Background: an optimization exercise with open tools, aiming at small area. Do not read the settings as production practice.
Where RTL was checked, it was by simulation tests only, not by an equivalence proof against the original.
The RTL of runs 2 and 4 to 7 was laid out without a check of its function.
No activity file was given, so power comes from the tool's default toggle rates.

==> flow/design.v <==
module crc16_ccitt_table (
  input  wire [15:0] crc,
  input  wire        bit_in,
  output wire [15:0] val
);
  wire fb = crc[15] ^ bit_in;
  assign val = {crc[14:0], 1'b0} ^ ({16{fb}} & 16'h1021);
endmodule
module track_formatter (
  input  wire        clk,
  input  wire        rst,
  input  wire        cmd_valid,
  input  wire [7:0]  cmd_sc,
  input  wire [7:0]  cmd_n,
  input  wire [7:0]  cmd_fill,
  input  wire        wprot,
  input  wire        stop,
  input  wire        mfm,
  input  wire [7:0]  gap,
  input  wire [7:0]  gap2,
  input  wire [7:0]  sid_c,
  input  wire [7:0]  sid_h,
  input  wire [7:0]  sid_r,
  input  wire [7:0]  sid_n,
  input  wire        poll,
  input  wire        index,
  input  wire        phys_ok,
  output wire        busy,
  output reg         wr_valid,
  output reg         wr_bit,
  output reg         id_req,
  output reg         done,
  output reg  [3:0]  done_code
);
  localparam [1:0] S_IDLE = 2'b00;
  localparam [1:0] S_SNF  = 2'b01;
  localparam [1:0] S_SPIN = 2'b10;
  localparam [1:0] S_FMT  = 2'b11;
  localparam [3:0] PH_GAP0      = 4'd0;
  localparam [3:0] PH_SYNC      = 4'd1;
  localparam [3:0] PH_IAM       = 4'd2;
  localparam [3:0] PH_GAP1      = 4'd3;
  localparam [3:0] PH_ID_SYNC   = 4'd4;
  localparam [3:0] PH_IDAM      = 4'd5;
  localparam [3:0] PH_ID        = 4'd6;
  localparam [3:0] PH_ID_CRC    = 4'd7;
  localparam [3:0] PH_GAP2      = 4'd8;
  localparam [3:0] PH_DATA_SYNC = 4'd9;
  localparam [3:0] PH_DATAAM    = 4'd10;
  localparam [3:0] PH_DATA      = 4'd11;
  localparam [3:0] PH_DATA_CRC  = 4'd12;
  localparam [3:0] PH_GAP3      = 4'd13;
  localparam [3:0] PH_GAP4      = 4'd15;
  reg [1:0]  state;
  reg        ic;             
  reg [7:0]  rem;            
  reg [3:0]  fmt_n;
  reg [7:0]  fmt_fill;
  reg [3:0]  phase;
  reg [14:0] count;          
  reg [3:0]  bitpos;         
  reg [31:0] id;             
  reg [15:0] crc;
  assign busy = state[1];
  wire fmt = (state == S_FMT);
  wire n_ok   = (cmd_n[7:4] == 4'd0) && !(cmd_n[3] && cmd_n[2:0] != 3'd0);
  wire accept = cmd_valid && !busy && n_ok;
  wire pl     = !stop && !accept && poll;       
  wire wr     = pl && fmt;                      
  wire [2:0] k = bitpos[3:1];                   
  wire premark = mfm && (count[1:0] != 2'd3);   
  reg d;
  reg miss;
  always @(*) begin
    d    = 1'b0;
    miss = 1'b0;
    case (phase)
      PH_SYNC, PH_ID_SYNC, PH_DATA_SYNC: d = 1'b0;
      PH_IAM: begin
        if (premark) begin
          d    = 8'hC2 >> (3'd7 - k);
          miss = (k == 3'd4);
        end else begin
          d    = 8'hFC >> (3'd7 - k);
          miss = !mfm && (k == 3'd2 || k == 3'd4);
        end
      end
      PH_IDAM, PH_DATAAM: begin
        if (premark) begin
          d    = 8'hA1 >> (3'd7 - k);
          miss = (k == 3'd5);
        end else begin
          d    = ((phase == PH_IDAM) ? 8'hFE : 8'hFB) >> (3'd7 - k);
          miss = !mfm && (k == 3'd2 || k == 3'd3 || k == 3'd4);
        end
      end
      PH_ID:                  d = id[{~count[1:0], ~k}];
      PH_DATA:                d = fmt_fill[~k];
      PH_ID_CRC, PH_DATA_CRC: d = crc[15];
      default:                d = mfm ? (8'h4E >> (3'd7 - k)) : 1'b1;
    endcase
  end
  wire cbit = bitpos[0] ? d : (!miss && (mfm ? !(wr_bit || d) : 1'b1));
  wire [15:0] crc_step;
  crc16_ccitt_table u_crc (.crc(crc), .bit_in(d), .val(crc_step));
  wire [19:0] pos_inc = {1'b0, count, bitpos} + 20'd1;
  wire [15:0] cnt1    = pos_inc[19:4];           
  reg         lenbit;
  always @(*) begin
    case (fmt_n)
      4'd0: lenbit = cnt1[7];
      4'd1: lenbit = cnt1[8];
      4'd2: lenbit = cnt1[9];
      4'd3: lenbit = cnt1[10];
      4'd4: lenbit = cnt1[11];
      4'd5: lenbit = cnt1[12];
      4'd6: lenbit = cnt1[13];
      4'd7: lenbit = cnt1[14];
      default: lenbit = cnt1[15];
    endcase
  end
  reg pend;
  always @(*) begin
    case (phase)
      PH_GAP0:                           pend = cnt1[6:0] == (mfm ? 7'd80 : 7'd40);
      PH_SYNC, PH_ID_SYNC, PH_DATA_SYNC: pend = cnt1[3:0] == (mfm ? 4'd12 : 4'd6);
      PH_IAM, PH_IDAM, PH_DATAAM:        pend = cnt1[2:0] == (mfm ? 3'd4 : 3'd1);
      PH_GAP1:                           pend = cnt1[5:0] == (mfm ? 6'd50 : 6'd26);
      PH_ID:                             pend = cnt1[2:0] == 3'd4;
      PH_ID_CRC, PH_DATA_CRC:            pend = cnt1[1:0] == 2'd2;
      PH_GAP2:                           pend = cnt1[7:0] == gap2;
      PH_GAP3:                           pend = cnt1[7:0] == gap;
      PH_DATA:                           pend = lenbit;
      default:                           pend = 1'b0;
    endcase
  end
  wire sec_start = (phase == PH_GAP1) || (phase == PH_GAP3) ||
                   (phase == PH_DATA_CRC && gap == 8'd0);
  reg [3:0] ph_next;
  always @(*) begin
    if (sec_start)
      ph_next = (rem != 8'd0) ? PH_ID_SYNC : PH_GAP4;
    else if (phase == PH_ID_CRC && gap2 == 8'd0)
      ph_next = PH_DATA_SYNC;
    else
      ph_next = phase + 4'd1;
  end
  wire step = wr && (bitpos == 4'd15) && pend;
  wire load_id = wr && (phase == PH_ID_SYNC) && ({count[3:0], bitpos} == 8'd0);
  always @(posedge clk) begin
    if (!busy) begin
      rem      <= cmd_sc;
      fmt_n    <= cmd_n[3:0];
      fmt_fill <= cmd_fill;
    end else if (step && sec_start && rem != 8'd0) begin
      rem <= rem - 8'd1;
    end
    if (!fmt) begin
      phase  <= PH_GAP0;
      count  <= 15'd0;
      bitpos <= 4'd0;
    end else if (wr) begin
      if (step) begin
        phase  <= ph_next;
        count  <= 15'd0;
        bitpos <= 4'd0;
      end else begin
        {count, bitpos} <= pos_inc[18:0];
      end
    end
    if (load_id)
      id <= {sid_c, sid_h, sid_r, sid_n};
    if (phase == PH_ID_SYNC || phase == PH_DATA_SYNC)
      crc <= 16'hFFFF;
    else if (wr && bitpos[0])
      crc <= crc_step;
    if (!fmt)
      wr_bit <= 1'b0;
    else if (wr)
      wr_bit <= cbit;
    if (accept)
      ic <= 1'b0;
    else if (pl && index)
      ic <= 1'b1;
    if (rst) begin
      state    <= S_IDLE;
      wr_valid <= 1'b0;
      id_req   <= 1'b0;
      done     <= 1'b0;
    end else begin
      wr_valid <= wr;
      id_req   <= load_id;
      done     <= 1'b0;
      if (stop) begin
        state <= S_IDLE;
      end else if (accept) begin
        if (wprot) begin
          done      <= 1'b1;
          done_code <= 4'd14;
          state     <= S_IDLE;
        end else begin
          state <= phys_ok ? S_SPIN : S_SNF;
        end
      end else if (poll) begin
        case (state)
          S_SNF: if (index && ic) begin
            done <= 1'b1; done_code <= 4'd9; state <= S_IDLE;
          end
          S_SPIN: if (!phys_ok) begin
            done <= 1'b1; done_code <= 4'd9; state <= S_IDLE;
          end else if (index && ic) begin
            state <= S_FMT;
          end
          S_FMT: if (!phys_ok) begin
            done <= 1'b1; done_code <= 4'd9; state <= S_IDLE;
          end else if (index) begin
            done <= 1'b1; done_code <= 4'd1; state <= S_IDLE;
          end
          default: ;
        endcase
      end
    end
  end
endmodule
==> flow/run.sh <==
#!/bin/bash
# synth_recipe.tcl (not shown) runs the flow's synth.tcl, then flattens the netlist and writes it again
# the make line also repeats each setting of config.mk as NAME=value (left out here)
make -C /OpenROAD-flow-scripts/flow DESIGN_CONFIG=/design/flow/config.mk WORK_HOME=/design/flow/orfs CLKGATE_MAP_FILE= SYNTH_SCRIPT=/design/flow/synth_recipe.tcl finish
==> flow/config.mk <==
export PLATFORM = sky130hd
export DESIGN_NAME = track_formatter
export DESIGN_NICKNAME = track_formatter
export VERILOG_FILES = /design/flow/design.v
export SDC_FILE = /design/flow/constraint.sdc
export NUM_CORES = 4
export LEC_CHECK = 0
export CAP_MARGIN = 20
export CORE_MARGIN = 2
export CORE_UTILIZATION = 30
export PLACE_DENSITY = 0.45
export SLEW_MARGIN = 20
==> flow/constraint.sdc <==
create_clock -name core_clock -period 30.0 [get_ports {clk}]
set_input_delay 6.0000 -clock core_clock [delete_from_list [all_inputs] [get_ports {clk}]]
set_output_delay 6.0000 -clock core_clock [all_outputs]
set_load 0.01 [all_outputs]
==> metrics.md, run 1 <==
| Metric | Value |
|---|---|
| Synthesized flop and latch total | `101` |
| Num ports | `90` |
| Crit path kind | `in -> reg` |
| Max-slew violations | `0` |
| Yosys top cell area share | `0.2874` |
| Core area | `0.01877 mm2` |
| Rel. slew slack | `0.2763` |
| H-tree depth | `3` |
| Critical Path AT | `9050 ps` |
| CTS Sinks | `101` |
| Area Growth Syn to Fin | `23.21%` |
| Area of the die | `0.02028 mm2` |
| Class of the worst hold path | `reg -> reg` |
| Sequential share of power | `0.526` |
| Setup TNS | `0 ps` |
| ANT nets after route | `0` |
| Antenna Cells | `0` |
| Ys async rst share | `0` |
| Power Total | `281.8 uW` |
| FILL cells | `1877` |
| WL/cell | `16.66 um` |
| Initial Util | `0.3062` |
| Reg2reg start | `bitpos[3]` |
| NetSw | `64.53 uW` |
| Routability cong. | `0.8263` |
| Peak VDD IR | `30.81 uV` |
| Yosys Warn Count | `1` |
| CP Max Fanout | `14` |
| Number of vias per cell | `5.204` |
| Die X | `142.4 um` |
| Tightest Pin Transition | `1058 ps` |
| Internal power | `217.2 uW` |
| Synthesized area per cell | `9.807 um2` |
| Vias in the first global route | `4468` |
| Post-Syn Area | `0.005747 mm2` |
| First-pass GRT wire length | `23960 um` |
| Post-synth EDFFs | `55` |
| Clock share of power | `0.409` |
| Status | `complete, no violations` |
| Final Setup Violations | `0` |
| Crit path top cell by count | `o21ai_0` |
| Hold Buf Count CTS | `0` |
| DRT Pass-1 Iters | `4` |
| Post-synthesis instance total | `586` |
| Combinational power share | `0.065` |
| Switching part of the total | `0.2290` |
| # nets final | `749` |
| Crit path required time | `30210 ps` |
| Setup crit start kind | `input port` |
| CTS Buf Count | `9` |
| Final Hold Vio Count | `0` |
| Rows | `50` |
| HPWL Detailed | `10910 um` |
| Sequence of cells on the critical path | `clkdlybuf4s50_1, a21boi_0, ha_1, o21ai_0, a31oi_1, nor3b_1, o21ai_0, a32o_1, xnor2_2, xor2_1, o211ai_1` |
| CTS tree | `done` |
| Final core utilization | `0.3773` |
| I/O Buffers | `89` |
| Hold path endpoint | `crc[2]` |
| HP Start | `crc[2]` |
| Critical-path top delay cell | `clkdlybuf4s50_1` |
| Congestion Overflow GR | `0` |
| Total Wirelength | `14860 um` |
| Worst-path clk slew | `70 ps` |
| DRC | `0` |
| Initial antenna violation count | `0` |
| Top cells by area, synth | `edfxtp_1 (29%), dfxtp_1 (16%), nand2_1 (5.0%)` |
| Largest net degree at the start of global routing | `33` |
| Reg2reg setup slack | `25840 ps` |
| Yosys cell types | `73` |
| Worst reg-to-reg path cell count | `9` |
| Tmin final | `8841 ps` |
| Die height | `142.4 um` |
| Leakage | `0.002429 uW` |
| Worst reg2reg path endpoint | `rem[4]` |
| PostCTS Resize Cnt | `0` |
| Worst Hold Depth | `2` |
| Power per cell area | `39.79 mW/mm2` |
| Max_cap viols | `0` |
| Worst-skew pair later-pin latency | `360 ps` |
| Most frequent cells in the layout | `clkdlybuf4s50_1 (89), nand2_1 (77), edfxtp_1 (55), nor2_1 (53), dfxtp_1 (46)` |
| CP endpoint kind | `flop` |
| Final period utilization | `0.2947` |
| Root buf cell | `clkbuf_16` |
| Top FF cell, synth | `edfxtp_1` |
| Cell taking the most area after synthesis | `edfxtp_1` |
| Max Fclk | `113.1 MHz` |
| Post-CTS Setup Inserts | `0` |
| Via count | `4642` |
| CTS Buffer Depth | `2` |
| RSZ-0062 raised after global routing | `no` |
| GRT Total Usage | `0.1515` |
| Crit path largest cell delay | `810 ps` |
| Sequential fraction of the synthesis area | `0.4476` |
| Commonest non-fill, non-tap cell in the layout | `clkdlybuf4s50_1` |
| Initial drt markers | `276` |
| Clk_skew | `11.52 ps` |
| Layout cells sized above 1 | `0.07903` |
| Mapped Nets | `682` |
==> how the worst max path moves through the flow <==
| stage | from | to | slack (ps) | cells after the start |
|---|---|---|---|---|
| after floorplan | cmd_valid | id[0] | 20460 | 6 |
| after global placement | mfm | rem[3] | 20850 | 8 |
| after detailed placement | mfm | rem[4] | 20790 | 8 |
| after CTS | mfm | rem[1] | 21180 | 8 |
| after global routing | mfm | crc[12] | 20920 | 11 |
| final | mfm | crc[5] | 21160 | 11 |
==> worst max-delay path, delay by kind of cell <==
family | cells | cell delay (ps)
AO/OA/AOI/OAI | 6 | 1290
buffers and inverters | 1 | 810
XOR/XNOR | 2 | 400
adder cells (fa/ha/maj) | 1 | 350
AND/OR/NAND/NOR | 1 | 190
==> per-stage QoR <==
stage	instance area, um2	std cells	setup WS, ps	hold slack [ps]
global route	7081	892	20920	489.0
floorplan	5747	586	20460	440.4
CTS	7081	892	21180	471.8
finish	7081	892	21160	466.9
global placement	6784	875	20850	450.0
detailed placement	6792	876	20790	452.2
==> power groups by stage <==
stage | logic, uW | registers (uW) | clock network (uW)
global placement | 18.3 | 151 | 0
global route | 20.2 | 148 | 125
finish | 18.4 | 148 | 115
floorplan | 5.60 | 151 | 0
CTS | 18.6 | 148 | 120
detailed placement | 18.5 | 151 | 0
==> kinds of logic (layout without fill, tap and decap cells) <==
logic type / count (synthesis) / in the layout / synth area share
AND/OR/NAND/NOR: 247 / 247 / 0.2118
AO/OA/AOI/OAI: 101 / 101 / 0.1258
flip-flops: 101 / 101 / 0.4476
buffers and inverters: 58 / 130 / 0.04529
XOR/XNOR: 36 / 36 / 0.06096
multiplexers: 28 / 28 / 0.07577
adder cells (fa/ha/maj): 15 / 15 / 0.03266
==> routing by layer <==
metal  share of wire  track usage
met5               0            0
met4           0.013      0.04377
met3           0.049      0.02894
met2            0.46       0.2403
met1            0.48       0.2110
==> Yosys cell counts (3+ instances only) <==
cell type  instances
or3_1              3
dfxtp_1           46
nor4_1             7
and2_1             4
nand2_1           77
o2111ai_1          3
mux2_2             4
and4_1             3
o22ai_1            8
buf_2             13
inv_1             19
nand2b_1           7
xnor2_1           20
mux4_2            12
ha_1              15
xor2_1            13
a311oi_1           6
a2111oi_0          3
nand3_1           43
clkbuf_1          19
nor2b_1            4
a21oi_1           20
mux2i_1           12
edfxtp_1          55
o211ai_1           4
buf_4              5
nor2_1            53
nor3_1             9
o21ai_0           17
a31oi_1            6
or4_1              3
a2111oi_2          3
and3_1             5
nand4_1           13
==> state kept, by name, indices dropped and copies added (netlist names), 2 cells and up <==
signal / flops
state: 2
done_code: 3
fmt_fill: 8
fmt_n: 4
phase: 4
rem: 8
crc: 16
id: 32
count: 15
bitpos: 4
==> area by class of cell <==
cell class	instances	area [um2]	area share
inverters	19	71.32	0.01007
well taps	234	292.8	0.04135
flip-flops and latches	101	2572	0.3633
repair buffers	95	935.9	0.1322
clock inverters	7	63.81	0.009012
clock buffers	9	225.2	0.03181
multi-input cells	427	2919	0.4123
==> run 2: changes to the inputs <==
--- a/flow/design.v
+++ b/flow/design.v
@@ -30,5 +30,5 @@
   output reg         wr_bit,
-  output reg         id_req,
+  output wire        id_req,
   output reg         done,
-  output reg  [3:0]  done_code
+  output wire [3:0]  done_code
 );
@@ -63,3 +63,6 @@
   reg [15:0] crc;
-  assign busy = state[1];
+  reg        code_wp;        
+  reg        code_nf;        
+  assign busy      = state[1];
+  assign done_code = {code_nf, code_wp, code_wp, ~code_wp};
   wire fmt = (state == S_FMT);
@@ -67,4 +70,3 @@
   wire accept = cmd_valid && !busy && n_ok;
-  wire pl     = !stop && !accept && poll;       
-  wire wr     = pl && fmt;                      
+  wire wr     = fmt && poll && !stop;           
   wire [2:0] k = bitpos[3:1];                   
@@ -105,3 +107,3 @@
   crc16_ccitt_table u_crc (.crc(crc), .bit_in(d), .val(crc_step));
-  wire [19:0] pos_inc = {1'b0, count, bitpos} + 20'd1;
+  wire [19:0] pos_inc = {1'b0, count, bitpos} + {19'd0, wr};
   wire [15:0] cnt1    = pos_inc[19:4];           
@@ -147,4 +149,6 @@
   end
-  wire step = wr && (bitpos == 4'd15) && pend;
-  wire load_id = wr && (phase == PH_ID_SYNC) && ({count[3:0], bitpos} == 8'd0);
+  wire step   = wr && (bitpos == 4'd15) && pend;
+  wire id_pos = (phase == PH_ID_SYNC) && (count[3:0] == 4'd0) && (bitpos[3:1] == 3'd0);
+  wire load_id = wr && id_pos && !bitpos[0];
+  assign id_req = wr_valid && id_pos && bitpos[0];
   always @(posedge clk) begin
@@ -154,18 +158,11 @@
       fmt_fill <= cmd_fill;
-    end else if (step && sec_start && rem != 8'd0) begin
-      rem <= rem - 8'd1;
+    end else begin
+      rem      <= rem - {7'd0, step && sec_start};
     end
-    if (!fmt) begin
-      phase  <= PH_GAP0;
-      count  <= 15'd0;
-      bitpos <= 4'd0;
-    end else if (wr) begin
-      if (step) begin
-        phase  <= ph_next;
-        count  <= 15'd0;
-        bitpos <= 4'd0;
-      end else begin
-        {count, bitpos} <= pos_inc[18:0];
-      end
-    end
+    bitpos <= fmt ? pos_inc[3:0] : 4'd0;
+    count  <= (fmt && !step) ? pos_inc[18:4] : 15'd0;
+    if (!fmt)
+      phase <= PH_GAP0;
+    else if (step)
+      phase <= ph_next;
     if (load_id)
@@ -182,4 +179,6 @@
       ic <= 1'b0;
-    else if (pl && index)
+    else if (poll && index)
       ic <= 1'b1;
+    code_wp <= accept && wprot;
+    code_nf <= !(fmt && phys_ok);
     if (rst) begin
@@ -187,3 +186,2 @@
       wr_valid <= 1'b0;
-      id_req   <= 1'b0;
       done     <= 1'b0;
@@ -191,3 +189,2 @@
       wr_valid <= wr;
-      id_req   <= load_id;
       done     <= 1'b0;
@@ -197,5 +194,4 @@
         if (wprot) begin
-          done      <= 1'b1;
-          done_code <= 4'd14;
-          state     <= S_IDLE;
+          done  <= 1'b1;
+          state <= S_IDLE;
         end else begin
@@ -206,6 +202,6 @@
           S_SNF: if (index && ic) begin
-            done <= 1'b1; done_code <= 4'd9; state <= S_IDLE;
+            done <= 1'b1; state <= S_IDLE;
           end
           S_SPIN: if (!phys_ok) begin
-            done <= 1'b1; done_code <= 4'd9; state <= S_IDLE;
+            done <= 1'b1; state <= S_IDLE;
           end else if (index && ic) begin
@@ -213,6 +209,4 @@
           end
-          S_FMT: if (!phys_ok) begin
-            done <= 1'b1; done_code <= 4'd9; state <= S_IDLE;
-          end else if (index) begin
-            done <= 1'b1; done_code <= 4'd1; state <= S_IDLE;
+          S_FMT: if (!phys_ok || index) begin
+            done <= 1'b1; state <= S_IDLE;
           end
==> flow/flow/run.sh (new file) <==
#!/bin/bash
# The standard ORFS layout (the standard.sh), with these changes:
#  - synthesis maps the logic with ABC script flow/abc_area.script (an area-oriented
#    script) instead of ORFS's speed script; everything else in synthesis is unchanged;
#  - every port still gets a buffer, of the smallest buffer cell;
#  - clock tree synthesis uses small clock buffers and no dummy loads.
# Each tool's full output goes to the ORFS logs under orfs/logs; make's own output goes to
# standard_flow.log.
set -euo pipefail
W=$(pwd)
ABC_SCRIPT=$W/flow/abc_area.script
# ORFS's synth.tcl with only the ABC script changed
sed "s#log_cmd abc {\*}\$abc_args#log_cmd abc -script $ABC_SCRIPT {*}[lrange \$abc_args 2 end]#" \
  "$FLOW_HOME/scripts/synth.tcl" > "$W/own_synth_body.tcl"
grep -q "log_cmd abc -script $ABC_SCRIPT" "$W/own_synth_body.tcl"
sed "s#source \$::env(SCRIPTS_DIR)/synth.tcl#source $W/own_synth_body.tcl#" synth_recipe.tcl > "$W/own_synth.tcl"
grep -q "own_synth_body.tcl" "$W/own_synth.tcl"
sed "s#$W/synth_recipe.tcl#$W/own_synth.tcl#" standard.sh > "$W/own_standard.sh"
grep -q "own_synth.tcl" "$W/own_standard.sh"
export BUFFER_PORTS_ARGS="-buffer_cell sky130_fd_sc_hd__buf_1"
export CTS_ARGS="${CTS_ARGS_OVERRIDE:--sink_clustering_enable -repair_clock_nets -dont_use_dummy_load -sink_clustering_size 10 -sink_clustering_max_diameter 60 -buf_list sky130_fd_sc_hd__clkbuf_4 -root_buf sky130_fd_sc_hd__clkbuf_8}"
bash "$W/own_standard.sh" > standard_flow.log 2>&1
==> flow/flow/abc_area.script (new file) <==
strash
&get -n
&deepsyn -T 10
&put
dch -f
amap
topo
dnsize -c
==> flow/standard.sh (new file) <==
#!/bin/bash
# synth_recipe.tcl (not shown) runs the flow's synth.tcl, then flattens the netlist and writes it again
# the make line also repeats each setting of config.mk as NAME=value (left out here)
make -C /OpenROAD-flow-scripts/flow DESIGN_CONFIG=/design/flow/config.mk WORK_HOME=/design/flow/orfs CLKGATE_MAP_FILE= SYNTH_SCRIPT=/design/flow/synth_recipe.tcl "${@:-finish}"
removed: flow/run.sh
==> run 2 against run 1 <==
  * Largest cell class is now sequential cells
  * Highest routed layer unchanged
  * Cell count down 12%
  * Final area fell by 24%
  * Sequential share of layout area increased by 9.0 points
  * Critical path type unchanged
  * Setup slack worse by 2900 ps
  * Register-to-register slack lost 3200 ps
  * Critical endpoint is now rem[6]
  * Synthesized area decreased by 19%
  * Via count down 14%
  * Clock power shrank 41%
  * Total power is 22% lower
  * Global-route usage is 0.29 points higher
==> metrics.md, run 2 <==
| Metric | Value |
|---|---|
| Tmin final | `11730 ps` |
| CP endpoint kind | `flop` |
| Number of vias per cell | `5.071` |
| Cell taking the most area after synthesis | `edfxtp_1` |
| Rows | `45` |
| DRT Pass-1 Iters | `6` |
| Top FF cell, synth | `dfxtp_1` |
| First-pass GRT wire length | `19820 um` |
| PostCTS Resize Cnt | `0` |
| Top cells by area, synth | `edfxtp_1 (28%), dfxtp_1 (24%), nor2_1 (6.4%)` |
| Num ports | `90` |
| Rel. slew slack | `0.4699` |
| Crit path required time | `30310 ps` |
| Clk_skew | `31.28 ps` |
| Commonest non-fill, non-tap cell in the layout | `buf_1` |
| Biggest register | `id` |
| Max Fclk | `85.26 MHz` |
| Status | `complete, no violations` |
| Initial drt markers | `226` |
| Peak VDD IR | `21.93 uV` |
| Worst reg2reg path endpoint | `rem[6]` |
| CTS Buffer Depth | `2` |
| Mapped Nets | `598` |
| Synthesized flop and latch total | `99` |
| # nets final | `697` |
| Ys async rst share | `0` |
| Routability cong. | `0.8607` |
| Buf/Inv on CP | `8` |
| Critical Path Stages | `32` |
| Crit path largest cell delay | `550 ps` |
| Yosys cell types | `45` |
| Top Registers | `id x32, crc x16, count x15` |
| Root buf cell | `clkbuf_8` |
| Class of the worst hold path | `reg -> reg` |
| Congestion Overflow GR | `0` |
| Yosys Warn Count | `1` |
| Most Crowded Layer GR | `met2` |
| Most frequent cell after synthesis | `nor2_1` |
| Worst-skew pair later-pin latency | `380 ps` |
| I/O Buffers | `89` |
| Max_cap viols | `0` |
| Worst-path clk slew | `100 ps` |
| Via count | `3996` |
| CTS Buf Count | `9` |
| Setup crit start kind | `input port` |
| Die height | `128.6 um` |
| Post-synthesis instance total | `503` |
| Area of the die | `0.01653 mm2` |
| Core area | `0.01520 mm2` |
| Final Setup Violations | `0` |
| Final period utilization | `0.3910` |
| Initial Util | `0.3062` |
| CTS Sinks | `99` |
| Sequential fraction of the synthesis area | `0.5204` |
| Antenna Cells | `0` |
| Critical Path AT | `12030 ps` |
| Crit path kind | `in -> reg` |
| Met2 usage | `0.2478` |
| Reg2reg start | `state[1]` |
| Worst Hold Depth | `1` |
| CP Max Fanout | `6` |
| Crit path top cell by count | `clkinv_1` |
| Power Total | `219.4 uW` |
| Total Wirelength | `12170 um` |
| Place WS | `17950 ps` |
| Post-CTS Setup Inserts | `0` |
| Max-slew violations | `0` |
| Post-Layout Cell Count | `788` |
| Top Family by Delay on Critical Path | `simple AND/OR/NAND/NOR gates` |
| Met1 usage | `0.2078` |
| Hold Buf Count CTS | `0` |
| Layout cells sized above 1 | `0.02167` |
| Met3 GRT Util | `0.02952` |
| Max reg flops | `32` |
| H-tree depth | `3` |
| ANT nets after route | `0` |
| GRT Total Usage | `0.1544` |
| Most frequent cells in the layout | `buf_1 (89), nor2_1 (79), clkinv_1 (66), dfxtp_1 (55), edfxtp_1 (44)` |
| Area Growth Syn to Fin | `14.92%` |
| Setup TNS | `0 ps` |
| Worst reg-to-reg path cell count | `32` |
| List of most frequent post-synthesis cells | `nor2_1 (79), clkinv_1 (66), dfxtp_1 (55)` |
| DRC | `0` |
| Hold path endpoint | `crc[5]` |
| HP Start | `crc[4]` |
| Tightest Pin Transition | `790.2 ps` |
| Final Hold Vio Count | `0` |
| WL/cell | `15.45 um` |
| Reg2reg setup slack | `22640 ps` |
| Synthesized area per cell | `9.253 um2` |
| Power per cell area | `41.03 mW/mm2` |
| Die X | `128.6 um` |
| Largest net degree at the start of global routing | `33` |
| Post-Syn Area | `0.004654 mm2` |
| Yosys top cell area share | `0.2839` |
| CTS tree | `done` |
| HPWL Detailed | `9399 um` |
| Dpl cells | `779` |
| Initial antenna violation count | `0` |
| Leakage | `0.001644 uW` |
| Vias in the first global route | `3936` |
| Critical-path top delay cell | `a2111oi_0` |
| Post-synth EDFFs | `44` |
| Final worst slack | `18270 ps` |
| RSZ-0062 raised after global routing | `no` |
-- run 2: report_power, final --
group	switching, uW	internal (uW)
clock network	40.8	27.0
registers	0.807	142
logic	4.62	4.21
-- run 2: worst reg2reg max path, delay by kind of cell, from the launching register on --
kind / cells / cell delay [ps]
buf+inv: 7 / 1280
simple gates: 15 / 2850
compound gates: 6 / 1480
fa+ha+maj: 4 / 1140
flops: 1 / 580
-- run 2: cells by family (layout without fill, tap and decap cells) --
kind of cell | after synthesis | count (layout) | synth area share
buf+inv | 69 | 166 | 0.05806
flops | 99 | 99 | 0.5204
fa+ha+maj | 14 | 14 | 0.03763
simple gates | 174 | 174 | 0.1683
compound gates | 146 | 146 | 0.2137
xor+xnor | 1 | 1 | 0.001882
-- run 2: worst max-delay path by stage --
| stage | from | slack, ps | end |
|---|---|---|---|
| CTS | poll | 18260 | rem[6] |
| detailed placement | poll | 17950 | rem[6] |
| floorplan | poll | 18950 | rem[6] |
| finish | poll | 18270 | rem[6] |
| global placement | poll | 18010 | rem[6] |
| global route | poll | 17400 | rem[6] |
-- run 2: area by class of cell --
cell class              instances  area [um2]
well taps                     188       235.2
repair buffers                 91       349.1
clock buffers                   9       123.9
multi-input cells             335        1971
inverters                      66       247.7
fillers                      1610        9853
flip-flops and latches         99        2422
-- run 2: layer usage --
| layer | share of wire | wire length (um) |
|---|---|---|
| met1 | 0.49 | 5917 |
| met2 | 0.45 | 5507 |
| met5 | 0 | 0 |
| met4 | 0.020 | 238 |
| met3 | 0.042 | 511 |
-- run 2: through the flow --
| stage | cell area [um2] | util | hold slack, ps |
|---|---|---|---|
| global placement | 5221 | 0.3435 | 454.1 |
| CTS | 5349 | 0.3519 | 445.6 |
| finish | 5349 | 0.3519 | 440.0 |
| floorplan | 4654 | - | 433.1 |
| global route | 5349 | 0.3519 | 493.6 |
| detailed placement | 5225 | 0.3437 | 459.6 |
==> run 3: changes to the inputs <==
--- a/flow/design.v
+++ b/flow/design.v
@@ -3,6 +3,7 @@
   input  wire        bit_in,
+  input  wire        seed,
   output wire [15:0] val
 );
-  wire fb = crc[15] ^ bit_in;
-  assign val = {crc[14:0], 1'b0} ^ ({16{fb}} & 16'h1021);
+  wire fb = !seed && (crc[15] ^ bit_in);
+  assign val = {crc[14:12], crc[11] ^ fb, crc[10:5], crc[4] ^ fb, crc[3:0], seed | fb};
 endmodule
@@ -105,4 +106,5 @@
   wire cbit = bitpos[0] ? d : (!miss && (mfm ? !(wr_bit || d) : 1'b1));
+  wire seedph = (phase == PH_ID_SYNC) || (phase == PH_DATA_SYNC);
   wire [15:0] crc_step;
-  crc16_ccitt_table u_crc (.crc(crc), .bit_in(d), .val(crc_step));
+  crc16_ccitt_table u_crc (.crc(crc), .bit_in(d), .seed(seedph), .val(crc_step));
   wire [19:0] pos_inc = {1'b0, count, bitpos} + {19'd0, wr};
@@ -169,5 +171,3 @@
       id <= {sid_c, sid_h, sid_r, sid_n};
-    if (phase == PH_ID_SYNC || phase == PH_DATA_SYNC)
-      crc <= 16'hFFFF;
-    else if (wr && bitpos[0])
+    if (wr && bitpos[0])
       crc <= crc_step;
--- a/flow/flow/run.sh
+++ b/flow/flow/run.sh
@@ -3,3 +3,4 @@
 #  - synthesis maps the logic with ABC script flow/abc_area.script (an area-oriented
-#    script) instead of ORFS's speed script; everything else in synthesis is unchanged;
+#    script) instead of ORFS's speed script, and leaves adders to ABC instead of mapping
+#    them to adder cells first; everything else in synthesis is unchanged;
 #  - every port still gets a buffer, of the smallest buffer cell;
@@ -19,4 +20,5 @@
 grep -q "own_synth.tcl" "$W/own_standard.sh"
+export ADDER_MAP_FILE=
 export BUFFER_PORTS_ARGS="-buffer_cell sky130_fd_sc_hd__buf_1"
-export CTS_ARGS="${CTS_ARGS_OVERRIDE:--sink_clustering_enable -repair_clock_nets -dont_use_dummy_load -sink_clustering_size 10 -sink_clustering_max_diameter 60 -buf_list sky130_fd_sc_hd__clkbuf_4 -root_buf sky130_fd_sc_hd__clkbuf_8}"
+export CTS_ARGS="-sink_clustering_enable -repair_clock_nets -dont_use_dummy_load -sink_clustering_size 10 -sink_clustering_max_diameter 60 -buf_list sky130_fd_sc_hd__clkbuf_4 -root_buf sky130_fd_sc_hd__clkbuf_8"
 bash "$W/own_standard.sh" > standard_flow.log 2>&1
==> flow/flow/abc_area.script (replaced) <==
strash
&get -n
&deepsyn -T 10
&put
dch -f
amap
strash
dch -f
amap
topo
dnsize -c
==> run 3 against run 2 <==
  * Worst hold slack got worse by 53 ps
  * Total power rose by 1.6%
  * Clock skew fell by 0.55 ps
  * Still clean on timing, DRC and antenna
  * Critical endpoint is now phase[0]
  * Via count fell by 11%
  * Wire length fell by 13%
  * Largest power group unchanged
==> metrics.md, run 3 <==
| Metric | Value |
|---|---|
| Final Setup Violations | `0` |
| Yosys Warn Count | `1` |
| Synthesized area per cell | `9.578 um2` |
| Post-Syn Area | `0.004300 mm2` |
| Top Family by Delay on Critical Path | `simple AND/OR/NAND/NOR gates` |
| Yosys cell types | `34` |
| ANT nets after route | `0` |
| WL/cell | `14.66 um` |
| DRC | `0` |
| DRT Pass-1 Iters | `4` |
| Worst reg2reg path endpoint | `phase[0]` |
| Die X | `123.7 um` |
| Crit path kind | `in -> reg` |
| HPWL Detailed | `8021 um` |
| Via count | `3550` |
| Top Registers | `id x32, crc x16, count x15` |
| Rel. slew slack | `0.4366` |
| Synthesized flop and latch total | `99` |
| Area of the die | `0.01531 mm2` |
| Post-CTS Setup Inserts | `0` |
| Root buf cell | `clkbuf_8` |
| Critical Path Stages | `45` |
| Setup TNS | `0 ps` |
| Status | `complete, no violations` |
| Initial drt markers | `181` |
| Peak VDD IR | `21.88 uV` |
| Commonest non-fill, non-tap cell in the layout | `buf_1` |
| Most frequent cells in the layout | `buf_1 (89), nor2_1 (84), edfxtp_1 (60), clkinv_1 (55), dfxtp_1 (39)` |
| Buf/Inv on CP | `12` |
| Biggest register | `id` |
| Worst Hold Depth | `0` |
| Final Hold Vio Count | `0` |
| CTS Buf Count | `9` |
| Initial Util | `0.3086` |
| Class of the worst hold path | `reg -> reg` |
| Sequential fraction of the synthesis area | `0.6005` |
| CP Max Fanout | `6` |
| Most frequent cell after synthesis | `nor2_1` |
| Die height | `123.7 um` |
| Power per cell area | `44.85 mW/mm2` |
| Worst-skew pair later-pin latency | `390 ps` |
| Layout cells sized above 1 | `0.02018` |
| Total Wirelength | `10630 um` |
| Synth Area in Simple Gates | `0.1685` |
| Final core utilization | `0.3569` |
| Rows | `43` |
| Max reg flops | `32` |
| Reg2reg start | `state[1]` |
| Post-synth EDFFs | `60` |
| Hold path endpoint | `crc[2]` |
| Number of vias per cell | `4.897` |
| GRT Total Usage | `0.1481` |
| Synth Area in Adders | `0` |
| Post-synthesis compound-gate area fraction | `0.1778` |
| Setup crit start kind | `input port` |
| Tightest Pin Transition | `836.2 ps` |
| Final period utilization | `0.4032` |
| Top Metal Used | `met4` |
| Congestion Overflow GR | `0` |
| Top cells by area, synth | `edfxtp_1 (42%), dfxtp_1 (18%), nor2_1 (7.3%)` |
| Hold Buf Count CTS | `0` |
| Top FF cell, synth | `edfxtp_1` |
| Routability cong. | `0.8666` |
| CTS Sinks | `99` |
| Max_cap viols | `0` |
| Crit path required time | `30310 ps` |
| Met1 WL | `5203 um` |
| Post-synthesis instance total | `449` |
| Cell taking the most area after synthesis | `edfxtp_1` |
| # nets final | `628` |
| CTS tree | `done` |
| Yosys top cell area share | `0.4190` |
| Clk_skew | `30.74 ps` |
| Met2 Wirelength | `4583 um` |
| Vias in the first global route | `3392` |
| H-tree depth | `3` |
| Largest family of logic cells by synthesized area | `compound AO/OA/AOI/OAI gates` |
| Tmin final | `12100 ps` |
| CP endpoint kind | `flop` |
| Post-synthesis xor/xnor area fraction | `0` |
| Num ports | `90` |
| Critical-path top delay cell | `and3_1` |
| Core area | `0.01393 mm2` |
| RSZ-0062 raised after global routing | `no` |
| Leakage | `0.001538 uW` |
| Critical Path AT | `12400 ps` |
| Max-slew violations | `0` |
| PostCTS Resize Cnt | `0` |
| WHS | `387.3 ps` |
| HP Start | `crc[1]` |
| Worst-path clk slew | `100 ps` |
| Area Growth Syn to Fin | `15.65%` |
| First-pass GRT wire length | `16900 um` |
| Worst reg-to-reg path cell count | `42` |
| List of most frequent post-synthesis cells | `nor2_1 (84), edfxtp_1 (60), clkinv_1 (55)` |
| I/O Buffers | `89` |
| Crit path largest cell delay | `270 ps` |
| Post-synthesis mux area share | `0` |
| CTS Buffer Depth | `2` |
| Max Fclk | `82.67 MHz` |
| Met3 WL | `581 um` |
| Largest net degree at the start of global routing | `33` |
| Antenna Cells | `0` |
| Reg2reg setup slack | `22380 ps` |
| Mapped Nets | `530` |
| Initial antenna violation count | `0` |
| Ys async rst share | `0` |
[run 3: changes by cell type in the layout (fill, tap and decap cells not counted), moves of 8 or more]
cell	before	now
dfxtp_1	55	39
edfxtp_1	44	60
o22a_1	18	2
ha_1	14	0
clkinv_1	66	55
a21oi_1	24	32
[run 3: per-stage QoR]
stage	setup WS, ps	cells	total power [uW]	cell area [um2]
after global placement	17740	716	157.8	4850
final	17900	725	223.0	4974
after floorplan	18640	449	152.3	4300
after detailed placement	17540	716	157.9	4850
after CTS	17920	725	226.6	4974
after global routing	16780	725	233.4	4974
[run 3: cell type report]
type,instances,area [um2]
well taps,180,225.2
flip-flops and latches,99,2582
multi-input cells,292,1494
repair buffers,90,341.6
fillers,1412,8961
inverters,55,206.4
clock buffers,9,123.9
[run 3: worst register-to-register path: cells and delay by family (launching register included)]
kind                   cells  cell delay [ps]
and+or+nand+nor           23             3950
buffers and inverters     10             1610
AOI/OAI and AO/OA          9             1510
DFF                        1              500
[run 3: logic make-up after synthesis]
group                  Yosys count
AOI/OAI and AO/OA              123
buffers and inverters           58
DFF                             99
and+or+nand+nor                169
[run 3: how the worst max path moves through the flow]
stage | from | to | slack (ps)
after floorplan | poll | phase[0] | 18640
after global placement | poll | phase[0] | 17740
after detailed placement | poll | phase[0] | 17540
after CTS | poll | phase[0] | 17920
after global routing | poll | phase[0] | 16780
final | poll | phase[0] | 17900
[run 3: metal layers]
layer  vias up  track usage
li1       1823            -
met1      1609       0.2060
met2       104       0.2153
met3        14      0.03571
met4         0      0.07173
met5         -            0
[run 3: report_power, final]
part,switching (uW),total (uW),internal [uW]
logic,4.83,9.00,4.16
clock network,41.3,68.3,27.0
registers,0.745,146,145
total,46.9,223,176
==> run 4: changes to the inputs <==
--- a/flow/design.v
+++ b/flow/design.v
@@ -60,3 +60,3 @@
   reg [3:0]  phase;
-  reg [14:0] count;          
+  reg [7:0]  count;          
   reg [3:0]  bitpos;         
@@ -109,4 +109,5 @@
   crc16_ccitt_table u_crc (.crc(crc), .bit_in(d), .seed(seedph), .val(crc_step));
-  wire [19:0] pos_inc = {1'b0, count, bitpos} + {19'd0, wr};
-  wire [15:0] cnt1    = pos_inc[19:4];           
+  wire [12:0] pos_inc = {1'b0, count, bitpos} + {12'd0, wr};
+  wire [7:0]  cnt1    = pos_inc[11:4];           
+  wire [7:0]  hi_inc  = {1'b0, id[6:0]} + {7'd0, pos_inc[12]};
   reg         lenbit;
@@ -115,10 +116,10 @@
       4'd0: lenbit = cnt1[7];
-      4'd1: lenbit = cnt1[8];
-      4'd2: lenbit = cnt1[9];
-      4'd3: lenbit = cnt1[10];
-      4'd4: lenbit = cnt1[11];
-      4'd5: lenbit = cnt1[12];
-      4'd6: lenbit = cnt1[13];
-      4'd7: lenbit = cnt1[14];
-      default: lenbit = cnt1[15];
+      4'd1: lenbit = hi_inc[0];
+      4'd2: lenbit = hi_inc[1];
+      4'd3: lenbit = hi_inc[2];
+      4'd4: lenbit = hi_inc[3];
+      4'd5: lenbit = hi_inc[4];
+      4'd6: lenbit = hi_inc[5];
+      4'd7: lenbit = hi_inc[6];
+      default: lenbit = hi_inc[7];
     endcase
@@ -164,3 +165,3 @@
     bitpos <= fmt ? pos_inc[3:0] : 4'd0;
-    count  <= (fmt && !step) ? pos_inc[18:4] : 15'd0;
+    count  <= (fmt && !step) ? pos_inc[11:4] : 8'd0;
     if (!fmt)
@@ -171,2 +172,6 @@
       id <= {sid_c, sid_h, sid_r, sid_n};
+    else if (phase == PH_DATAAM)
+      id[6:0] <= 7'd0;
+    else if (phase == PH_DATA)
+      id[6:0] <= hi_inc[6:0];
     if (wr && bitpos[0])
--- a/flow/config.mk
+++ b/flow/config.mk
@@ -9,4 +9,4 @@
 export CORE_MARGIN = 2
-export CORE_UTILIZATION = 30
-export PLACE_DENSITY = 0.45
+export CORE_UTILIZATION = 60
+export PLACE_DENSITY = 0.7
 export SLEW_MARGIN = 20
==> run 4 against run 3 <==
  * Highest routed layer unchanged
  * First-iteration DRC count up 57%
  * Flip-flop and latch count is 7 lower
  * Combinational power fell by 6.2%
  * Final area fell by 4.0%
==> metrics.md, run 4 <==
| Metric | Value |
|---|---|
| Status | `complete, no violations` |
| Tightest Pin Transition | `840.7 ps` |
| CTS tree | `done` |
| Root buf cell | `clkbuf_8` |
| Final Hold Vio Count | `0` |
| Ys async rst share | `0` |
| Final core utilization | `0.7028` |
| Setup crit start kind | `input port` |
| Hold Buf Count CTS | `0` |
| Post-Syn Area | `0.004202 mm2` |
| Max Fclk | `78.91 MHz` |
| Initial drt markers | `284` |
| CP endpoint kind | `flop` |
| Post-synth EDFFs | `60` |
| Rows | `30` |
| Top Family by Delay on Critical Path | `simple AND/OR/NAND/NOR gates` |
| Critical-path top delay cell | `or3_1` |
| Most frequent cell after synthesis | `nor2_1` |
| Peak VDD IR | `28.85 uV` |
| RSZ-0062 raised after global routing | `no` |
| Clk_skew | `33.13 ps` |
| Yosys cell types | `37` |
| DRT Pass-1 Iters | `5` |
| I/O Buffers | `89` |
| Buf/Inv on CP | `13` |
| Initial antenna violation count | `0` |
| First-pass GRT wire length | `15350 um` |
| Tmin final | `12670 ps` |
| Setup TNS | `0 ps` |
| Total Wirelength | `9549 um` |
| Final Setup Violations | `0` |
| Max_cap viols | `0` |
| Crit path kind | `in -> reg` |
| HP Start | `crc[6]` |
| WL/cell | `14.99 um` |
| Final period utilization | `0.4224` |
| GRT Total Usage | `0.2622` |
| Area Growth Syn to Fin | `13.64%` |
| Power per cell area | `43.60 mW/mm2` |
| Class of the worst hold path | `reg -> reg` |
| Core area | `0.006794 mm2` |
| Congestion Overflow GR | `0` |
| Max-slew violations | `0` |
| Worst reg2reg path endpoint | `phase[0]` |
| Post-CTS Setup Inserts | `0` |
| Die height | `87.68 um` |
| Top Registers | `id x32, crc x16` |
| Top cells by area, synth | `edfxtp_1 (43%), dfxtp_1 (15%), nor2_1 (7.4%)` |
| Initial Util | `0.6184` |
| Commonest non-fill, non-tap cell in the layout | `buf_1` |
| Post-synthesis instance total | `444` |
| Worst Hold Depth | `0` |
| Synthesized area per cell | `9.463 um2` |
| Rel. slew slack | `0.4361` |
| Register area | `0.002442 mm2` |
| Cell taking the most area after synthesis | `edfxtp_1` |
| Largest net degree at the start of global routing | `31` |
| CTS Buffer Depth | `2` |
| Top FF cell, synth | `edfxtp_1` |
| Mapped Nets | `525` |
| HPWL Detailed | `7181 um` |
| PostCTS Resize Cnt | `0` |
| Footprint of the multi-input gates | `0.001529 mm2` |
| Leakage | `0.001492 uW` |
| CP Max Fanout | `20` |
| Critical Path AT | `12950 ps` |
| Reg2reg setup slack | `22620 ps` |
| Yosys top cell area share | `0.4288` |
| ANT nets after route | `0` |
| Most frequent cells in the layout | `buf_1 (89), nor2_1 (82), edfxtp_1 (60), clkinv_1 (56), nand2_1 (37)` |
| Crit path largest cell delay | `410 ps` |
| Hold path endpoint | `crc[7]` |
| Routability cong. | `0.9740` |
| Reg2reg start | `state[1]` |
| Worst-path clk slew | `80 ps` |
| Die X | `87.68 um` |
| Via count | `3655` |
| CTS Buf Count | `9` |
| FILL cells | `546` |
| Synthesized flop and latch total | `92` |
| CTS Sinks | `92` |
| Vias in the first global route | `3374` |
| Worst-skew pair later-pin latency | `360 ps` |
| Sequential fraction of the synthesis area | `0.5813` |
| Number of vias per cell | `5.738` |
| Biggest register | `id` |
| H-tree depth | `3` |
| # nets final | `624` |
| Area of the die | `0.007688 mm2` |
| Num ports | `90` |
| Crit path top cell by count | `nor2_1` |
| Crit path required time | `30280 ps` |
| Layout cells sized above 1 | `0.02218` |
| List of most frequent post-synthesis cells | `nor2_1 (83), edfxtp_1 (60), clkinv_1 (56)` |
| Yosys Warn Count | `1` |
| Worst reg-to-reg path cell count | `44` |
| DRC | `0` |
| Max reg flops | `32` |
| Antenna Cells | `0` |
[run 4: area by class of cell]
class	count	share of cell area
clock buffers	9	0.02594
inverters	56	0.04403
multi-input cells	293	0.3202
flip-flops and latches	92	0.5115
well taps	96	0.02516
repair buffers	91	0.07311
[run 4: logic make-up after synthesis]
group	count (synthesis)	synth area share
and+or+nand+nor	164	0.1668
DFF	92	0.5813
AOI/OAI and AO/OA	129	0.1965
buffers and inverters	59	0.05539
[run 4: per-layer routing]
metal / vias up / GRT usage / wire length, um
met5: - / 0 / 0
met2: 146 / 0.4160 / 4288
met4: 0 / 0.1175 / 262
met3: 20 / 0.05655 / 592
li1: 1823 / - / -
met1: 1666 / 0.3484 / 4407
[run 4: worst max-delay path by stage]
stage / cells past startpoint / to / startpoint / slack (ps)
after CTS: 45 / phase[0] / poll / 17450
after global routing: 45 / phase[0] / poll / 16330
final: 45 / phase[0] / poll / 17330
after detailed placement: 45 / phase[0] / poll / 17100
after global placement: 45 / phase[0] / poll / 17430
after floorplan: 43 / phase[0] / poll / 17590
[run 4: per-stage QoR]
step / hold WS (ps) / cell area [um2] / cells / power, uW / setup WS (ps)
finish: 406.1 / 4775 / 637 / 208.2 / 17330
global placement: 402.1 / 4651 / 628 / 147.3 / 17430
floorplan: 400.3 / 4202 / 444 / 142.5 / 17590
detailed placement: 407.7 / 4651 / 628 / 147.6 / 17100
global route: 423.7 / 4775 / 637 / 215.2 / 16330
CTS: 412.7 / 4775 / 637 / 209.5 / 17450
[run 4: worst register-to-register path, delay by kind of cell, from the launching register on]
kind	cells	cell delay [ps]
compound gates	7	1140
buf+inv	11	1390
flops	1	420
simple gates	26	4370
[run 4: report_power, final]
| group | internal (uW) | total (uW) | switching (uW) |
|---|---|---|---|
| Clock | 26.9 | 63.3 | 36.4 |
| Sequential | 136 | 136 | 0.775 |
| Combinational | 4.17 | 8.44 | 4.27 |
==> run 5: changes to the inputs <==
--- a/flow/flow/run.sh
+++ b/flow/flow/run.sh
@@ -22,3 +22,3 @@
 export BUFFER_PORTS_ARGS="-buffer_cell sky130_fd_sc_hd__buf_1"
-export CTS_ARGS="-sink_clustering_enable -repair_clock_nets -dont_use_dummy_load -sink_clustering_size 10 -sink_clustering_max_diameter 60 -buf_list sky130_fd_sc_hd__clkbuf_4 -root_buf sky130_fd_sc_hd__clkbuf_8"
+export CTS_ARGS="-sink_clustering_enable -repair_clock_nets -dont_use_dummy_load -sink_clustering_size 30 -sink_clustering_max_diameter 150 -buf_list sky130_fd_sc_hd__clkbuf_4 -root_buf sky130_fd_sc_hd__clkbuf_8"
 bash "$W/own_standard.sh" > standard_flow.log 2>&1
--- a/flow/config.mk
+++ b/flow/config.mk
@@ -9,4 +9,4 @@
 export CORE_MARGIN = 2
-export CORE_UTILIZATION = 60
-export PLACE_DENSITY = 0.7
+export CORE_UTILIZATION = 30
+export PLACE_DENSITY = 0.45
 export SLEW_MARGIN = 20
==> run 5 against run 4 <==
  * Register-to-register slack better by 140 ps
  * Sequential share of layout area is 1.1 points lower
  * Flip-flop and latch count stayed put
  * First-iteration DRC count is 47% lower
  * Non-clock buffer count stayed put
  * Highest routed layer unchanged
==> metrics.md, run 5 <==
| Metric | Value |
|---|---|
| Final core utilization | `0.3543` |
| Max-slew violations | `0` |
| Initial Util | `0.3051` |
| Critical Path AT | `12840 ps` |
| Top Registers | `id x32, crc x16` |
| Largest family of logic cells by synthesized area | `compound AO/OA/AOI/OAI gates` |
| Final Hold Vio Count | `0` |
| Synthesized area per cell | `9.463 um2` |
| Worst-path clk slew | `90 ps` |
| Buf/Inv on CP | `13` |
| CTS tree | `done` |
| Mapped Nets | `525` |
| Final period utilization | `0.4187` |
| WL/cell | `15.07 um` |
| RSZ-0062 raised after global routing | `no` |
| Initial antenna violation count | `0` |
| DRC | `0` |
| Max_cap viols | `0` |
| Post-synth EDFFs | `60` |
| H-tree depth | `3` |
| GRT Total Usage | `0.1520` |
| Max Fclk | `79.61 MHz` |
| Crit path required time | `30280 ps` |
| Die height | `122.3 um` |
| Clk_skew | `28.38 ps` |
| First-pass GRT wire length | `17390 um` |
| CTS Sinks | `92` |
| Power per cell area | `43.26 mW/mm2` |
| ANT nets after route | `0` |
| Tmin final | `12560 ps` |
| Top FF cell, synth | `edfxtp_1` |
| Post-Syn Area | `0.004202 mm2` |
| List of most frequent post-synthesis cells | `nor2_1 (83), edfxtp_1 (60), clkinv_1 (56)` |
| Most frequent cells in the layout | `buf_1 (89), nor2_1 (82), edfxtp_1 (60), clkinv_1 (56), nand2_1 (37)` |
| Yosys top cell area share | `0.4288` |
| Yosys Warn Count | `1` |
| Post-synthesis mux area share | `0` |
| Layout cells sized above 1 | `0.02218` |
| Rows | `43` |
| FILL cells | `1463` |
| Number of vias per cell | `4.936` |
| Largest net degree at the start of global routing | `31` |
| Worst-skew pair later-pin latency | `380 ps` |
| Rel. slew slack | `0.4224` |
| Post-synthesis xor/xnor area fraction | `0` |
| Biggest register | `id` |
| Crit path kind | `in -> reg` |
| Class of the worst hold path | `reg -> reg` |
| Crit path largest cell delay | `400 ps` |
| Hold Buf Count CTS | `0` |
| Peak VDD IR | `24.48 uV` |
| Leakage | `0.001492 uW` |
| Commonest non-fill, non-tap cell in the layout | `buf_1` |
| Post-synthesis compound-gate area fraction | `0.1965` |
| Ys async rst share | `0` |
| Reg2reg setup slack | `22760 ps` |
| Top cells by area, synth | `edfxtp_1 (43%), dfxtp_1 (15%), nor2_1 (7.4%)` |
| Post-CTS Setup Inserts | `0` |
| Root buf cell | `clkbuf_8` |
| Vias in the first global route | `3475` |
| I/O Buffers | `89` |
| Synthesized flop and latch total | `92` |
| CP endpoint kind | `flop` |
| Yosys cell types | `37` |
| Sequential fraction of the synthesis area | `0.5813` |
| Final Setup Violations | `0` |
| Num ports | `90` |
| # nets final | `624` |
| Synth Area in Simple Gates | `0.1668` |
| HPWL Detailed | `8232 um` |
| Synth Area in Adders | `0` |
| Tightest Pin Transition | `861.0 ps` |
| Antenna Cells | `0` |
| Post-DP Area | `0.004756 mm2` |
| Total Wirelength | `10870 um` |
| Status | `complete, no violations` |
| Die X | `122.3 um` |
| Initial drt markers | `151` |
| Crit path top cell by count | `nor2_1` |
| Area Growth Syn to Fin | `16.14%` |
| Area of the die | `0.01497 mm2` |
| Critical-path top delay cell | `or3_1` |
| Setup crit start kind | `input port` |
| CP Max Fanout | `20` |
| Via count | `3559` |
| Post-synthesis instance total | `444` |
| CTS Buf Count | `9` |
| Max reg flops | `32` |
| Congestion Overflow GR | `0` |
| PostCTS Resize Cnt | `0` |
| Most frequent cell after synthesis | `nor2_1` |
| CTS Buffer Depth | `2` |
| Cell taking the most area after synthesis | `edfxtp_1` |
| Core area | `0.01377 mm2` |
| Top Family by Delay on Critical Path | `simple AND/OR/NAND/NOR gates` |
| Final Cell Area | `0.004880 mm2` |
| Setup TNS | `0 ps` |
| Routability cong. | `0.8753` |
| DRT Pass-1 Iters | `5` |
[run 5: cell type report]
| cell class | instances | area (um2) | share of cell area |
|---|---|---|---|
| Multi-Input combinational cell | 293 | 1529 | 0.3133 |
| Sequential cell | 92 | 2442 | 0.5005 |
| Timing Repair Buffer | 91 | 349.1 | 0.07154 |
| Clock buffer | 9 | 123.9 | 0.02538 |
| Tap cell | 180 | 225.2 | 0.04615 |
| Inverter | 56 | 210.2 | 0.04308 |
[run 5: final timing paths]
kind,start,to,depth (start not counted)
worst min register to register,crc[2],crc[3],0
worst max register to register,state[1],phase[0],44
worst max-delay path,poll,phase[0],45
worst min-delay path,crc[2],crc[3],0
[run 5: kinds of logic after synthesis]
| family | after synthesis |
|---|---|
| AND/OR/NAND/NOR | 164 |
| AO/OA/AOI/OAI | 129 |
| flip-flops | 92 |
| buffers and inverters | 59 |
[run 5: metrics by stage]
| step | power, uW | cells | setup WS [ps] | hold slack, ps |
|---|---|---|---|---|
| finish | 211.1 | 721 | 17440 | 408.7 |
| global route | 220.0 | 721 | 16250 | 412.8 |
| floorplan | 142.5 | 444 | 17590 | 400.3 |
| detailed placement | 148.0 | 712 | 17010 | 406.2 |
| CTS | 214.4 | 721 | 17380 | 408.9 |
| global placement | 147.8 | 712 | 17340 | 404.8 |
[run 5: power breakdown]
group | switching, uW | internal [uW]
Sequential | 0.817 | 136
Combinational | 4.45 | 4.17
Clock | 39.2 | 26.9
[run 5: layer usage]
metal	part of all wire	track usage	vias up
met5	0	0	-
met4	0.022	0.07256	0
met3	0.054	0.02974	17
met2	0.45	0.2368	91
met1	0.47	0.2028	1627
li1	-	-	1824
==> run 6: changes to the inputs <==
--- a/flow/flow/run.sh
+++ b/flow/flow/run.sh
@@ -22,3 +22,3 @@
 export BUFFER_PORTS_ARGS="-buffer_cell sky130_fd_sc_hd__buf_1"
-export CTS_ARGS="-sink_clustering_enable -repair_clock_nets -dont_use_dummy_load -sink_clustering_size 30 -sink_clustering_max_diameter 150 -buf_list sky130_fd_sc_hd__clkbuf_4 -root_buf sky130_fd_sc_hd__clkbuf_8"
+export CTS_ARGS="-sink_clustering_enable -repair_clock_nets -dont_use_dummy_load -sink_clustering_size 30 -sink_clustering_max_diameter 200 -buf_list sky130_fd_sc_hd__clkbuf_8 -root_buf sky130_fd_sc_hd__clkbuf_8"
 bash "$W/own_standard.sh" > standard_flow.log 2>&1
==> run 6 against run 5 <==
  * Still clean
  * Die area did not move
  * Sequential share of layout area did not move
  * Core utilization did not move
  * Clock power barely moved
  * Register-to-register slack barely moved
  * Via count did not move
  * Combinational power barely moved
  * Synthesized cell count did not move
  * Critical endpoint unchanged
==> metrics.md, run 6 <==
| Metric | Value |
|---|---|
| Total Wirelength | `10870 um` |
| Congestion Overflow GR | `0` |
| Clock share of power | `0.313` |
| Worst reg2reg path endpoint | `phase[0]` |
| Most frequent cell after synthesis | `nor2_1` |
| # nets final | `624` |
| Combinational power share | `0.041` |
| Commonest non-fill, non-tap cell in the layout | `buf_1` |
| Post-DP Area | `0.004756 mm2` |
| Rel. slew slack | `0.4224` |
| Root buf cell | `clkbuf_8` |
| Most frequent cells in the layout | `buf_1 (89), nor2_1 (82), edfxtp_1 (60), clkinv_1 (56), nand2_1 (37)` |
| Cell taking the most area after synthesis | `edfxtp_1` |
| Reg2reg setup slack | `22760 ps` |
| H-tree depth | `3` |
| Worst reg-to-reg path cell count | `44` |
| Routability cong. | `0.8753` |
| Post-Syn Area | `0.004202 mm2` |
| HP Start | `crc[2]` |
| Antenna Cells | `0` |
| Yosys cell types | `37` |
| Critical-path top delay cell | `or3_1` |
| Post-synth EDFFs | `60` |
| Rows | `43` |
| List of most frequent post-synthesis cells | `nor2_1 (83), edfxtp_1 (60), clkinv_1 (56)` |
| Final Setup Violations | `0` |
| Core area | `0.01377 mm2` |
| Top Family by Delay on Critical Path | `simple AND/OR/NAND/NOR gates` |
| Post-Layout Cell Count | `721` |
| Largest net degree at the start of global routing | `31` |
| CTS tree | `done` |
| DRT Pass-1 Iters | `5` |
| GRT Total Usage | `0.1520` |
| Top cells by area, synth | `edfxtp_1 (43%), dfxtp_1 (15%), nor2_1 (7.4%)` |
| CTS Sinks | `92` |
| First-pass GRT wire length | `17390 um` |
| Crit path kind | `in -> reg` |
| Final period utilization | `0.4187` |
| Final Cell Area | `0.004880 mm2` |
| CTS Buffer Depth | `2` |
| Status | `complete, no violations` |
| Ys async rst share | `0` |
| Biggest register | `id` |
| Synthesized flop and latch total | `92` |
| HPWL Detailed | `8232 um` |
| Worst Hold Depth | `0` |
| ANT nets after route | `0` |
| Buf/Inv on CP | `13` |
| RSZ-0062 raised after global routing | `no` |
| Die X | `122.3 um` |
| Clk_skew | `28.38 ps` |
| Worst-path clk slew | `90 ps` |
| Synthesized area per cell | `9.463 um2` |
| Final Hold Vio Count | `0` |
| Crit path largest cell delay | `400 ps` |
| Power per cell area | `43.26 mW/mm2` |
| Initial antenna violation count | `0` |
| Post-synthesis instance total | `444` |
| Peak VDD IR | `24.48 uV` |
| Mapped Nets | `525` |
| Max reg flops | `32` |
| DRC | `0` |
| Leakage | `0.001492 uW` |
| Switching part of the total | `0.2104` |
| Top FF cell, synth | `edfxtp_1` |
| Dpl cells | `712` |
| Die height | `122.3 um` |
| Initial Util | `0.3051` |
| Post-CTS Setup Inserts | `0` |
| Yosys Warn Count | `1` |
| Worst-skew pair later-pin latency | `380 ps` |
| WL/cell | `15.07 um` |
| Sequential fraction of the synthesis area | `0.5813` |
| Top Registers | `id x32, crc x16` |
| Place WS | `17010 ps` |
| Layout cells sized above 1 | `0.02218` |
| Setup crit start kind | `input port` |
| Via count | `3559` |
| Yosys top cell area share | `0.4288` |
| PostCTS Resize Cnt | `0` |
| Reg2reg start | `state[1]` |
| I/O Buffers | `89` |
| Max-slew violations | `0` |
| Sequential share of power | `0.646` |
| Initial drt markers | `151` |
| Number of vias per cell | `4.936` |
| Max Fclk | `79.61 MHz` |
| Final worst slack | `17440 ps` |
| Class of the worst hold path | `reg -> reg` |
| Max_cap viols | `0` |
| Tmin final | `12560 ps` |
| Crit path top cell by count | `nor2_1` |
| NetSw | `44.42 uW` |
| Area Growth Syn to Fin | `16.14%` |
| Num ports | `90` |
| Setup TNS | `0 ps` |
| Internal power | `166.7 uW` |
| Vias in the first global route | `3475` |
| Area of the die | `0.01497 mm2` |
| Hold path endpoint | `crc[3]` |
| Tightest Pin Transition | `861.0 ps` |
| CP Max Fanout | `20` |
| Hold Buf Count CTS | `0` |
| Crit path required time | `30280 ps` |
| CTS Buf Count | `9` |
| CP endpoint kind | `flop` |
| Critical Path AT | `12840 ps` |
-- run 6: cell counts in the layout (fill, tap and decap cells not counted) --
Identical to the previous run, type by type.
-- run 6: routing by layer --
layer / vias to the layer above / wire length, um / part of all wire / track usage
li1: 1824 / - / - / -
met1: 1627 / 5107 / 0.47 / 0.2028
met2: 91 / 4929 / 0.45 / 0.2368
met3: 17 / 591 / 0.054 / 0.02974
met4: 0 / 238 / 0.022 / 0.07256
met5: - / 0 / 0 / 0
-- run 6: cell families (layout without fill, tap and decap cells) --
logic type             Yosys count  in the layout  synth area share
buffers and inverters           59            156           0.05539
AO/OA/AOI/OAI                  129            129            0.1965
AND/OR/NAND/NOR                164            164            0.1668
flip-flops                      92             92            0.5813
-- run 6: power by group through the flow --
| stage | logic (uW) | registers [uW] | clock network (uW) |
|---|---|---|---|
| detailed placement | 8.65 | 139 | 0 |
| CTS | 8.71 | 136 | 69.3 |
| global placement | 8.49 | 139 | 0 |
| global route | 9.93 | 137 | 73.5 |
| floorplan | 3.41 | 139 | 0 |
| finish | 8.62 | 136 | 66.1 |
-- run 6: layout make-up --
| class | count | area [um2] |
|---|---|---|
| well taps | 180 | 225.2 |
| repair buffers | 91 | 349.1 |
| flip-flops and latches | 92 | 2442 |
| inverters | 56 | 210.2 |
| multi-input cells | 293 | 1529 |
| clock buffers | 9 | 123.9 |
| fillers | 1463 | 8894 |
-- run 6: worst max-delay path by stage --
stage	startpoint	end	slack (ps)	cells past startpoint
final	poll	phase[0]	17440	45
after global routing	poll	phase[0]	16250	45
after CTS	poll	phase[0]	17380	45
after detailed placement	poll	phase[0]	17010	45
after global placement	poll	phase[0]	17340	45
after floorplan	poll	phase[0]	17590	43
-- run 6: through the flow --
| step | utilization | hold WS [ps] | power, uW |
|---|---|---|---|
| floorplan | - | 400.3 | 142.5 |
| global route | 0.3543 | 412.8 | 220.0 |
| CTS | 0.3543 | 408.9 | 214.4 |
| finish | 0.3543 | 408.7 | 211.1 |
| detailed placement | 0.3453 | 406.2 | 148.0 |
| global placement | 0.3453 | 404.8 | 147.8 |
==> run 7: changes to the inputs <==
--- a/flow/flow/run.sh
+++ b/flow/flow/run.sh
@@ -22,3 +22,3 @@
 export BUFFER_PORTS_ARGS="-buffer_cell sky130_fd_sc_hd__buf_1"
-export CTS_ARGS="-sink_clustering_enable -repair_clock_nets -dont_use_dummy_load -sink_clustering_size 30 -sink_clustering_max_diameter 200 -buf_list sky130_fd_sc_hd__clkbuf_8 -root_buf sky130_fd_sc_hd__clkbuf_8"
+export CTS_ARGS="-sink_clustering_enable -repair_clock_nets -dont_use_dummy_load -buf_list sky130_fd_sc_hd__clkbuf_16 -root_buf sky130_fd_sc_hd__clkbuf_16"
 bash "$W/own_standard.sh" > standard_flow.log 2>&1
==> run 7 against run 6 <==
  * Still clean on timing, DRC and antenna
  * Global-route usage is 0.079 points higher
  * Final area is 2.1% higher
  * Via count is 0.45% higher
  * Wire length is 0.48% higher
  * Die area stayed put
  * Sequential share of layout area is 1.0 points lower
  * Core utilization is 0.74 points higher
  * Critical path depth stayed put
  * Clock power is 44% higher
  * Highest routed layer unchanged
==> metrics.md, run 7 <==
| Metric | Value |
|---|---|
| Max_cap viols | `0` |
| Class of the worst hold path | `reg -> reg` |
| Worst-path clk slew | `70 ps` |
| Number of vias per cell | `4.958` |
| Tmin final | `12620 ps` |
| Final period utilization | `0.4208` |
| Area of the die | `0.01497 mm2` |
| Hold Buf Count CTS | `0` |
| Clk_skew | `18.80 ps` |
| Top cells by area, synth | `edfxtp_1 (43%), dfxtp_1 (15%), nor2_1 (7.4%)` |
| Status | `complete, no violations` |
| Setup TNS | `0 ps` |
| Yosys Warn Count | `1` |
| Critical-path top delay cell | `or3_1` |
| Synthesized flop and latch total | `92` |
| First-pass GRT wire length | `17440 um` |
| Max Fclk | `79.22 MHz` |
| Worst reg-to-reg path cell count | `44` |
| Most frequent cell after synthesis | `nor2_1` |
| Post-synthesis instance total | `444` |
| Worst Hold Depth | `0` |
| RSZ-0062 raised after global routing | `no` |
| Biggest register | `id` |
| Final worst slack | `17380 ps` |
| Hold path endpoint | `crc[3]` |
| CP Max Fanout | `20` |
| Tightest Pin Transition | `864.8 ps` |
| PostCTS Resize Cnt | `0` |
| Final Hold Vio Count | `0` |
| Initial Util | `0.3051` |
| WL/cell | `15.14 um` |
| Commonest non-fill, non-tap cell in the layout | `buf_1` |
| Place WS | `17010 ps` |
| List of most frequent post-synthesis cells | `nor2_1 (83), edfxtp_1 (60), clkinv_1 (56)` |
| WHS | `409.5 ps` |
| CTS Buf Count | `9` |
| Num ports | `90` |
| Post-CTS Setup Inserts | `0` |
| Post-Syn Area | `0.004202 mm2` |
| Final Cell Area | `0.004981 mm2` |
| Yosys cell types | `37` |
| Vias in the first global route | `3448` |
| I/O Buffers | `89` |
| Rel. slew slack | `0.4199` |
| Max-slew violations | `0` |
| DRT Pass-1 Iters | `5` |
| CP endpoint kind | `flop` |
| CTS tree | `done` |
| Top FF cell, synth | `edfxtp_1` |
| Top Registers | `id x32, crc x16` |
| Initial drt markers | `166` |
| Setup crit start kind | `input port` |
| Post-DP Area | `0.004756 mm2` |
| Core area | `0.01377 mm2` |
| GRT Total Usage | `0.1527` |
| Ys async rst share | `0` |
| ANT nets after route | `0` |
| Reg2reg start | `state[1]` |
| Max reg flops | `32` |
| Largest net degree at the start of global routing | `31` |
| Via count | `3575` |
| Total Wirelength | `10920 um` |
| Final Setup Violations | `0` |
| Antenna Cells | `0` |
| Crit path top cell by count | `nor2_1` |
| Crit path required time | `30250 ps` |
| Rows | `43` |
| Post-synth EDFFs | `60` |
| Critical Path AT | `12870 ps` |
| # nets final | `624` |
| H-tree depth | `3` |
==> run 7: per-stage QoR <==
step	cells	power [uW]	utilization
2_1_floorplan	444	142.5	-
6_report	721	240.5	0.3616
5_1_grt	721	250.2	0.3616
3_3_place_gp	712	147.8	0.3453
3_5_place_dp	712	148.0	0.3453
4_1_cts	721	243.8	0.3616
==> run 7: kinds of logic after synthesis <==
kind of cell	count (synthesis)	synth area share
AO/OA/AOI/OAI	129	0.1965
buffers and inverters	59	0.05539
flip-flops	92	0.5813
AND/OR/NAND/NOR	164	0.1668
==> run 7: layer usage <==
layer,vias to the layer above,share of wire,track usage
li1,1826,-,-
met1,1624,0.47,0.2048
met2,107,0.45,0.2389
met3,18,0.052,0.02742
met4,0,0.024,0.07256
met5,-,0,0
==> run 7: report_power, final <==
group | internal [uW] | switching (uW)
Combinational | 4.17 | 4.45
Clock | 52.8 | 42.5
Sequential | 136 | 0.814
Total | 193 | 47.8
==> run 7: area by class of cell <==
type,instances,area (um2)
multi-input cells,293,1529
inverters,56,210.2
fillers,1450,8792
clock buffers,9,225.2
repair buffers,91,349.1
flip-flops and latches,92,2442
well taps,180,225.2
==> run 7: worst max-delay path by stage <==
stage / depth (start not counted) / to / slack (ps)
detailed placement: 45 / phase[0] / 17010
floorplan: 43 / phase[0] / 17590
CTS: 45 / phase[0] / 17340
global route: 45 / phase[0] / 16220
global placement: 45 / phase[0] / 17340
finish: 45 / phase[0] / 17380
==> run 7: worst max-delay path: cells and delay by family <==
family          cells  cell delay [ps]
compound gates      7             1140
buf+inv            13             1580
simple gates       25             4070

Re-timed with assumed drivers on the ports (clkbuf_16 on the clock, buf_2 on other inputs), run 7 has 17.393 ns of setup slack against 17.377 ns with ideal ports, and 17.016 ns once port delays also move by the mid clock arrival of 0.378 ns.
